This design comes from an exercise in tuning for small area, a short achievable clock period and few clock cycles per item on the open sky130 flow, not from production work.
The RTL was checked by simulation tests, not by an equivalence proof against the original design.

== before ==
## zi_lea128
module zi_lea128 (
    input  wire         clk,
    input  wire         rst,           
    input  wire         in_valid,
    output wire         in_ready,
    input  wire         in_decrypt,    
    input  wire [127:0] in_key,
    input  wire [127:0] in_block,
    output reg          out_valid,
    output wire [127:0] out_block
);
For scale: ~6,000 cells after synthesis, about 390 I/O pins.
clock: 12.0 ns
lec_check: 0
abc_area: 1
cap_margin: 20
core_margin: 2
core_utilization: 40
setup_slack_margin: 5
slew_margin: 20
standard.sh (not shown) runs the stock make flow with config.mk's settings and CLKGATE_MAP_FILE= SYNTH_SCRIPT=/design/flow/synth_recipe.tcl, a recipe that flattens the netlist after the stock synthesis.
==> flow/flow/run.sh <==
#!/bin/bash
# The standard layout (standard.sh: standard synthesis, then ORFS to
# finish), with one change: the buffer that ORFS puts on every input and
# output port is the platform's smallest buffer, buf_1, rather than the cell
# buffer_ports picks on its own (clkdlybuf4s50_1). The repair steps after it
# still resize port buffers where timing, slew or load call for it.
set -euo pipefail
export BUFFER_PORTS_ARGS="-buffer_cell sky130_fd_sc_hd__buf_1"
bash standard.sh > standard.log 2>&1
Testbench counts of before, summed over its fixed seeds: cycles 21,283, blocks 768.
Modified inputs, after compared to before
Settings: putting PLACE_DENSITY at 0.7 where nothing was set.
Results
before → after: layout clock buffer count up about 14%; total number of multi-input combinational cells barely changed.
after: number of antenna violations at the first check in global routing is 2 lower than what before reported.
On after: clock latency on the worst-skew pair is 20 ps lower than what before gave.
The met1 layer wirelength in the final routing of after is higher than that of before.
Layout-stage area growth over the synthesis result: before vs after — no meaningful difference

run 1:
zi_lea128, a different RTL version from the one above (not shown whole).
Size in the first run: roughly 430 flip-flops, about 390 I/O pins, about 43,000 um2 of cells after synthesis.
clock: 12.0 ns
lec_check: 0
abc_area: 1
cap_margin: 20
core_margin: 2
core_utilization: 40
cts_buf_list: sky130_fd_sc_hd__clkbuf_8
setup_slack_margin: 5
slew_margin: 20
Scripts as last shown in full above: flow/flow/run.sh
Testbench counts of run 1, summed over its fixed seeds: cycles 21,283, blocks 768.
Setup changes, run 1 to run 2
-- flow/config.mk --
<<< run 1, line 10
export CORE_MARGIN = 2
export CORE_UTILIZATION = 40
export CTS_BUF_LIST = sky130_fd_sc_hd__clkbuf_8
export SETUP_SLACK_MARGIN = 5
export SLEW_MARGIN = 20
>>> run 2, line 10
export CORE_MARGIN = 2
export CORE_UTILIZATION = 40
export SETUP_SLACK_MARGIN = 5
export SLEW_MARGIN = 20
--- outcome ---
The number of CTS-inserted buffers number comes out higher for run 1 vs run 2.
Taking run 1 as the reference, in run 2 register-to-register slack has increased, count of clock-buffer cells in the layout has decreased.
Run 2 does worse than run 1 on design area.
Here is what was changed in the inputs of run 3 compared with run 2.
==> flow/run.sh (new file) <==
#!/bin/bash
# synth_recipe.tcl (not shown) runs the flow's synth.tcl, then flattens the netlist and writes it again
# the make line also repeats each setting of config.mk as NAME=value (left out here)
make -C /OpenROAD-flow-scripts/flow DESIGN_CONFIG=/design/flow/config.mk WORK_HOME=/design/flow/orfs CLKGATE_MAP_FILE= SYNTH_SCRIPT=/design/flow/synth_recipe.tcl finish
-- flow/config.mk --
<<< run 2, line 9
export CAP_MARGIN = 20
export CORE_MARGIN = 2
export CORE_UTILIZATION = 40
export SETUP_SLACK_MARGIN = 5
export SLEW_MARGIN = 20
>>> run 3, line 9
export CAP_MARGIN = 20
export CORE_MARGIN = 2
export CORE_UTILIZATION = 55
export SETUP_SLACK_MARGIN = 5
export SLEW_MARGIN = 20
removed: flow/flow/run.sh
removed: flow/standard.sh
### Flow results
Run 2 → run 3: post-CTS setup buffer count decreased 27; critical path depth fell 16%. Between run 2 and run 3, growth of design area from synthesis to finish is lower for run 2, run 3 comes in above that. Taking run 2 as the reference point, the routed wire length of run 3 falls by about 10%. The run showing the smaller total clock buffers created by CTS is run 3.
The following lists how run 4 was set up differently from run 3:
-- flow/config.mk --
<<< run 3, line 9
export CAP_MARGIN = 20
export CORE_MARGIN = 2
export CORE_UTILIZATION = 55
export SETUP_SLACK_MARGIN = 5
export SLEW_MARGIN = 20
>>> run 4, line 9
export CAP_MARGIN = 20
export CORE_MARGIN = 2
export CORE_UTILIZATION = 40
export SLEW_MARGIN = 20
[summary]
- Delta (run 4 minus run 3): cell area after placement shows an increase of 1.4%; finished layout cell area shows no meaningful change; maximum clock rate shows a reduction of about 20%; CTS buffer count shows an increase of about 6%.
- Lower wire length among run 4 and run 3: run 3
- Length of the first detailed-routing pass in iterations: run 4 < run 3

The RTL this note starts from:
==> flow/design.v <==
module zi_lea128 (
    input  wire         clk,
    input  wire         rst,           
    input  wire         in_valid,
    output wire         in_ready,
    input  wire         in_decrypt,    
    input  wire [127:0] in_key,
    input  wire [127:0] in_block,
    output reg          out_valid,
    output wire [127:0] out_block
);
    localparam [2:0] S_IDLE = 3'd0,
                     S_KEY  = 3'd1,    
                     S_ENC  = 3'd2,
                     S_DEC  = 3'd3,
                     S_KLD  = 3'd4;    
    reg [2:0]  state;
    reg [4:0]  rnd;
    reg [31:0] x0, x1, x2, x3;         
    reg [31:0] t0, t1, t2, t3;         
    reg [31:0] c0, c1, c2, c3;         
    reg        kvalid;                 
    assign in_ready = (state == S_IDLE);
    wire   in_fire  = in_valid && in_ready;
    wire [31:0] kw0 = {in_key[103:96], in_key[111:104], in_key[119:112], in_key[127:120]};
    wire [31:0] kw1 = {in_key[71:64], in_key[79:72], in_key[87:80], in_key[95:88]};
    wire [31:0] kw2 = {in_key[39:32], in_key[47:40], in_key[55:48], in_key[63:56]};
    wire [31:0] kw3 = {in_key[7:0], in_key[15:8], in_key[23:16], in_key[31:24]};
    wire [31:0] bw0 = {in_block[103:96], in_block[111:104], in_block[119:112], in_block[127:120]};
    wire [31:0] bw1 = {in_block[71:64], in_block[79:72], in_block[87:80], in_block[95:88]};
    wire [31:0] bw2 = {in_block[39:32], in_block[47:40], in_block[55:48], in_block[63:56]};
    wire [31:0] bw3 = {in_block[7:0], in_block[15:8], in_block[23:16], in_block[31:24]};
    assign out_block = {x0[7:0], x0[15:8], x0[23:16], x0[31:24],
                        x1[7:0], x1[15:8], x1[23:16], x1[31:24],
                        x2[7:0], x2[15:8], x2[23:16], x2[31:24],
                        x3[7:0], x3[15:8], x3[23:16], x3[31:24]};
    wire hit = kvalid && ({kw0[0],    kw0[31:1],  kw1[2:0],  kw1[31:3],
                           kw2[5:0],  kw2[31:6],  kw3[10:0], kw3[31:11]}
                          == {t0, t1, t2, t3});
    reg [31:0] dc;
    always @(*) begin
        case (rnd)
            5'd0:  dc = 32'hc3efe9db;
            5'd1:  dc = 32'h88c4d604;
            5'd2:  dc = 32'he789f229;
            5'd3:  dc = 32'hc6f98763;
            5'd4:  dc = 32'h3efe9dbc;
            5'd5:  dc = 32'h8c4d6048;
            5'd6:  dc = 32'h789f229e;
            5'd7:  dc = 32'h6f98763c;
            5'd8:  dc = 32'hefe9dbc3;
            5'd9:  dc = 32'hc4d60488;
            5'd10: dc = 32'h89f229e7;
            5'd11: dc = 32'hf98763c6;
            5'd12: dc = 32'hfe9dbc3e;
            5'd13: dc = 32'h4d60488c;
            5'd14: dc = 32'h9f229e78;
            5'd15: dc = 32'h98763c6f;
            5'd16: dc = 32'he9dbc3ef;
            5'd17: dc = 32'hd60488c4;
            5'd18: dc = 32'hf229e789;
            5'd19: dc = 32'h8763c6f9;
            5'd20: dc = 32'h9dbc3efe;
            5'd21: dc = 32'h60488c4d;
            5'd22: dc = 32'h229e789f;
            default: dc = 32'h763c6f98;
        endcase
    end
    wire        bwd = (state == S_DEC);
    wire [31:0] d0 = dc                    ^ {32{bwd}};
    wire [31:0] d1 = {dc[30:0], dc[31]}    ^ {32{bwd}};
    wire [31:0] d2 = {dc[29:0], dc[31:30]} ^ {32{bwd}};
    wire [31:0] d3 = {dc[28:0], dc[31:29]} ^ {32{bwd}};
    wire [31:0] a0 = t0 + d0 + {31'd0, bwd};
    wire [31:0] a1 = t1 + d1 + {31'd0, bwd};
    wire [31:0] a2 = t2 + d2 + {31'd0, bwd};
    wire [31:0] a3 = t3 + d3 + {31'd0, bwd};
    wire [31:0] f0 = {a0[30:0], a0[31]};           
    wire [31:0] f1 = {a1[28:0], a1[31:29]};        
    wire [31:0] f2 = {a2[25:0], a2[31:26]};        
    wire [31:0] f3 = {a3[20:0], a3[31:21]};        
    wire [31:0] g0 = {a0[0],    a0[31:1]};         
    wire [31:0] g1 = {a1[2:0],  a1[31:3]};         
    wire [31:0] g2 = {a2[5:0],  a2[31:6]};         
    wire [31:0] g3 = {a3[10:0], a3[31:11]};        
    wire [31:0] r0 = {t0[30:0], t0[31]};
    wire [31:0] r1 = {t1[28:0], t1[31:29]};
    wire [31:0] r2 = {t2[25:0], t2[31:26]};
    wire [31:0] r3 = {t3[20:0], t3[31:21]};
    wire [31:0] e_s0 = (x0 ^ f0) + (x1 ^ f1);
    wire [31:0] e_s1 = (x1 ^ f2) + (x2 ^ f1);
    wire [31:0] e_s2 = (x2 ^ f3) + (x3 ^ f1);
    wire [31:0] e_y0 = {e_s0[22:0], e_s0[31:23]};    
    wire [31:0] e_y1 = {e_s1[4:0],  e_s1[31:5]};     
    wire [31:0] e_y2 = {e_s2[2:0],  e_s2[31:3]};     
    wire [31:0] k12  = r1 ^ r2;
    wire [31:0] k13  = r1 ^ r3;
    wire [31:0] d_m0 = {x0[8:0],  x0[31:9]}  - (x3 ^ r0);     
    wire [31:0] d_m1 = {x1[26:0], x1[31:27]} - (d_m0 ^ k12);  
    wire [31:0] d_m2 = {x2[28:0], x2[31:29]} - (d_m1 ^ k13);  
    wire [31:0] d_y1 = d_m0 ^ r1;
    wire [31:0] d_y2 = d_m1 ^ r1;
    wire [31:0] d_y3 = d_m2 ^ r1;
    always @(posedge clk) begin
        case (state)
            S_IDLE: begin
                {x0, x1, x2, x3} <= {bw0, bw1, bw2, bw3};
                if (in_valid) begin
                    if (in_decrypt && hit)
                        {t0, t1, t2, t3} <= {c0, c1, c2, c3};
                    else
                        {t0, t1, t2, t3} <= {kw0, kw1, kw2, kw3};
                end
            end
            S_KEY: begin
                {t0, t1, t2, t3} <= {f0, f1, f2, f3};
                if (rnd == 5'd23)
                    {c0, c1, c2, c3} <= {a0, a1, a2, a3};
            end
            S_KLD: begin
                {t0, t1, t2, t3} <= {c0, c1, c2, c3};
            end
            S_ENC: begin
                {t0, t1, t2, t3} <= {f0, f1, f2, f3};
                {x0, x1, x2, x3} <= {e_y0, e_y1, e_y2, x0};
            end
            default: begin  
                {t0, t1, t2, t3} <= {g0, g1, g2, g3};
                {x0, x1, x2, x3} <= {x3, d_y1, d_y2, d_y3};
            end
        endcase
    end
    always @(posedge clk) begin
        if (rst) begin
            state     <= S_IDLE;
            rnd       <= 5'd0;
            out_valid <= 1'b0;
            kvalid    <= 1'b0;
        end else begin
            out_valid <= 1'b0;
            case (state)
                S_IDLE: begin
                    if (in_fire) begin
                        kvalid <= 1'b0;
                        if (!in_decrypt) begin
                            rnd   <= 5'd0;
                            state <= S_ENC;
                        end else if (hit) begin
                            rnd   <= 5'd23;
                            state <= S_DEC;
                        end else begin
                            rnd   <= 5'd0;
                            state <= S_KEY;
                        end
                    end
                end
                S_KEY: begin
                    if (rnd == 5'd23) begin
                        state <= S_KLD;           
                    end else begin
                        rnd <= rnd + 5'd1;
                    end
                end
                S_KLD: begin
                    state <= S_DEC;
                end
                S_ENC: begin
                    rnd <= rnd + 5'd1;
                    if (rnd == 5'd23) begin
                        out_valid <= 1'b1;
                        state     <= S_IDLE;
                    end
                end
                default: begin  
                    rnd <= rnd - 5'd1;
                    if (rnd == 5'd0) begin
                        out_valid <= 1'b1;
                        kvalid    <= 1'b1;
                        state     <= S_IDLE;
                    end
                end
            endcase
        end
    end
endmodule
clock: 12.0 ns
lec_check: 0
abc_area: 1
cap_margin: 20
core_margin: 2
core_utilization: 40
setup_slack_margin: 5
slew_margin: 20
run.sh (not shown) runs the stock make flow with config.mk's settings and CLKGATE_MAP_FILE= SYNTH_SCRIPT=/design/flow/synth_recipe.tcl, a recipe that flattens the netlist after the stock synthesis.
Stock flow here: none of the scripts above is used.
The starting point passed the timing, DRC and antenna checks.
Testbench counts at the start, summed over its fixed seeds: cycles 21,283, blocks 768.
Next try:
SETUP_SLACK_MARGIN = not set   (was 5)
Die area does not change.
Synthesized cell count is unchanged.
Register-to-register slack loses 1.5 ns.
Worst setup slack loses 1.5 ns.

== job 4333 ==
Another version of the RTL of zi_lea128 (not shown whole).
For scale: ~430 flip-flops, ~390 I/O pins, roughly 42000 sq um of cells after synthesis.
Settings: LEC_CHECK=0, ABC_AREA=1, CAP_MARGIN=20, CORE_MARGIN=2, CORE_UTILIZATION=45, CTS_BUF_LIST=sky130_fd_sc_hd__clkbuf_8, PLACE_DENSITY=0.7, SETUP_SLACK_MARGIN=5, SLEW_MARGIN=20; clock period 12.0 ns.
standard.sh (not shown) runs the stock make flow with config.mk's settings and CLKGATE_MAP_FILE= SYNTH_SCRIPT=/design/flow/synth_recipe.tcl, a recipe that flattens the netlist after the stock synthesis.
==> flow/flow/run.sh <==
#!/bin/bash
# The standard layout (standard.sh: standard synthesis, then ORFS to
# finish), with one change: the buffer that ORFS puts on every input and
# output port is the platform's smallest buffer, buf_1, rather than the cell
# buffer_ports picks on its own (clkdlybuf4s50_1). The repair steps after it
# still resize port buffers where timing, slew or load call for it.
set -euo pipefail
export BUFFER_PORTS_ARGS="-buffer_cell sky130_fd_sc_hd__buf_1"
bash standard.sh > standard.log 2>&1
Job 4333 did not stop at any stage, and its layout met the timing, DRC and antenna checks.
Testbench counts of job 4333, summed over its fixed seeds: cycles 21,200, blocks 768.
Modified inputs, job 723 compared to job 4333
diff --git a/flow/config.mk b/flow/config.mk
--- a/flow/config.mk
+++ b/flow/config.mk
@@ -11 +11 @@
-export CORE_UTILIZATION = 45
+export CORE_UTILIZATION = 40
@@ -13 +13 @@
-export PLACE_DENSITY = 0.7
+export PLACE_DENSITY = 0.8
Notes after the runs:
Taking job 4333 as the reference, in job 723 vertical die dimension increased about 6%.
On via count, job 723 tracks job 4333 almost exactly.
Global-route wire length before repair: higher on job 723
Compound-cell area share of the yosys netlist came out exactly the same in job 4333 and job 723.
Cell area in job 723 is about 0.8% higher than in job 4333
Measured against each other, job 4333 and job 723 differ in data required time at the worst endpoint, the lower figure coming from job 4333.
Summary of job 723 over job 4333: area after detailed placement went up about 0.4%, ratio of final minimum period to clock period went down 0.42 points.
#### Input delta (job 4621 over job 723)
diff --git a/flow/config.mk b/flow/config.mk
--- a/flow/config.mk
+++ b/flow/config.mk
@@ -13 +13 @@
-export PLACE_DENSITY = 0.8
+export PLACE_DENSITY = 0.7
Results
In terms of required time at the endpoint of the critical path, job 723 and job 4621 differ only marginally. Final cell area excluding filler cells: job 723 vs job 4621 — no meaningful difference. Between job 4621 and job 723, the difference in fraction of area in non-clock buffers is negligible. Job 4621 against job 723: worst hold slack -0.019 ns, worst setup slack saw an increase. Number of global-route vias before repair (higher): job 4621.
The inputs of job 8422 differ from those of job 4621 as listed below.
diff --git a/flow/config.mk b/flow/config.mk
--- a/flow/config.mk
+++ b/flow/config.mk
@@ -9 +9 @@
-export CAP_MARGIN = 20
+export CAP_MARGIN = 10
@@ -15 +15 @@
-export SLEW_MARGIN = 20
+export SLEW_MARGIN = 10
The flow for job 8422 finished, though final verification flagged capacitance limit, slew limit.
Job 4621: flow completed, timing, DRC and antenna clean
Job 4621 → job 8422: first-iteration DRC count has increased.
Job 8422 vs. job 4621: sequential share of layout area did not really move; worst-path maximum fanout did not really move; overall routing resource usage went up; global-route met1 utilization went up.

re-timing with driven ports:
The flow's constraints put no driver on any port. The routed layouts listed below were extracted and timed again, unchanged, in two steps.
Step 1: set_driving_cell puts a clkbuf_16 on clk and a buf_2 on each other input, an assumption about the parent block.
Step 2 adds t to the input delays and takes it off the output delays; t is the mean of the earliest and latest rising clock arrival at the registers after step 1. Input paths then give back, and output paths get back, about the clock's delay inside the block.
Slacks: ideal ports / drivers / drivers and shift; pairs: ideal ports / drivers.
run | t, ns | setup slack, ns | clock arrival spread, ns | cell pins on the clock port's net
before | 0.786 | 5.046 / 5.046 / 5.013 | 0.039 / 0.039 | 1
after | 0.756 | 5.028 / 5.028 / 5.028 | 0.046 / 0.047 | 1
run 1 | 0.834 | 5.028 / 5.028 / 4.429 | 0.043 / 0.043 | 1
run 2 | 0.756 | 5.143 / 5.143 / 4.532 | 0.017 / 0.017 | 1
run 3 | 0.722 | 5.111 / 5.111 / 4.783 | 0.046 / 0.046 | 1
run 4 | 0.763 | 3.508 / 3.508 / 3.508 | 0.032 / 0.032 | 1
the first run of note 3 | 0.766 | 4.911 / 4.911 / 4.585 | 0.052 / 0.051 | 1
the second run of note 3 | 0.762 | 3.439 / 3.439 / 3.439 | 0.050 / 0.050 | 1
job 4333 | 0.830 | 5.087 / 5.087 / 4.931 | 0.055 / 0.055 | 1
job 723 | 0.879 | 5.137 / 5.137 / 5.137 | 0.061 / 0.060 | 1
job 4621 | 0.852 | 5.269 / 5.269 / 4.614 | 0.053 / 0.052 | 1
job 8422 | 0.869 | 5.158 / 5.158 / 4.965 | 0.086 / 0.085 | 1
The setup slack of job 4621, which loses most, moves by 0.000 ns with the drivers and by -0.655 ns with both steps.
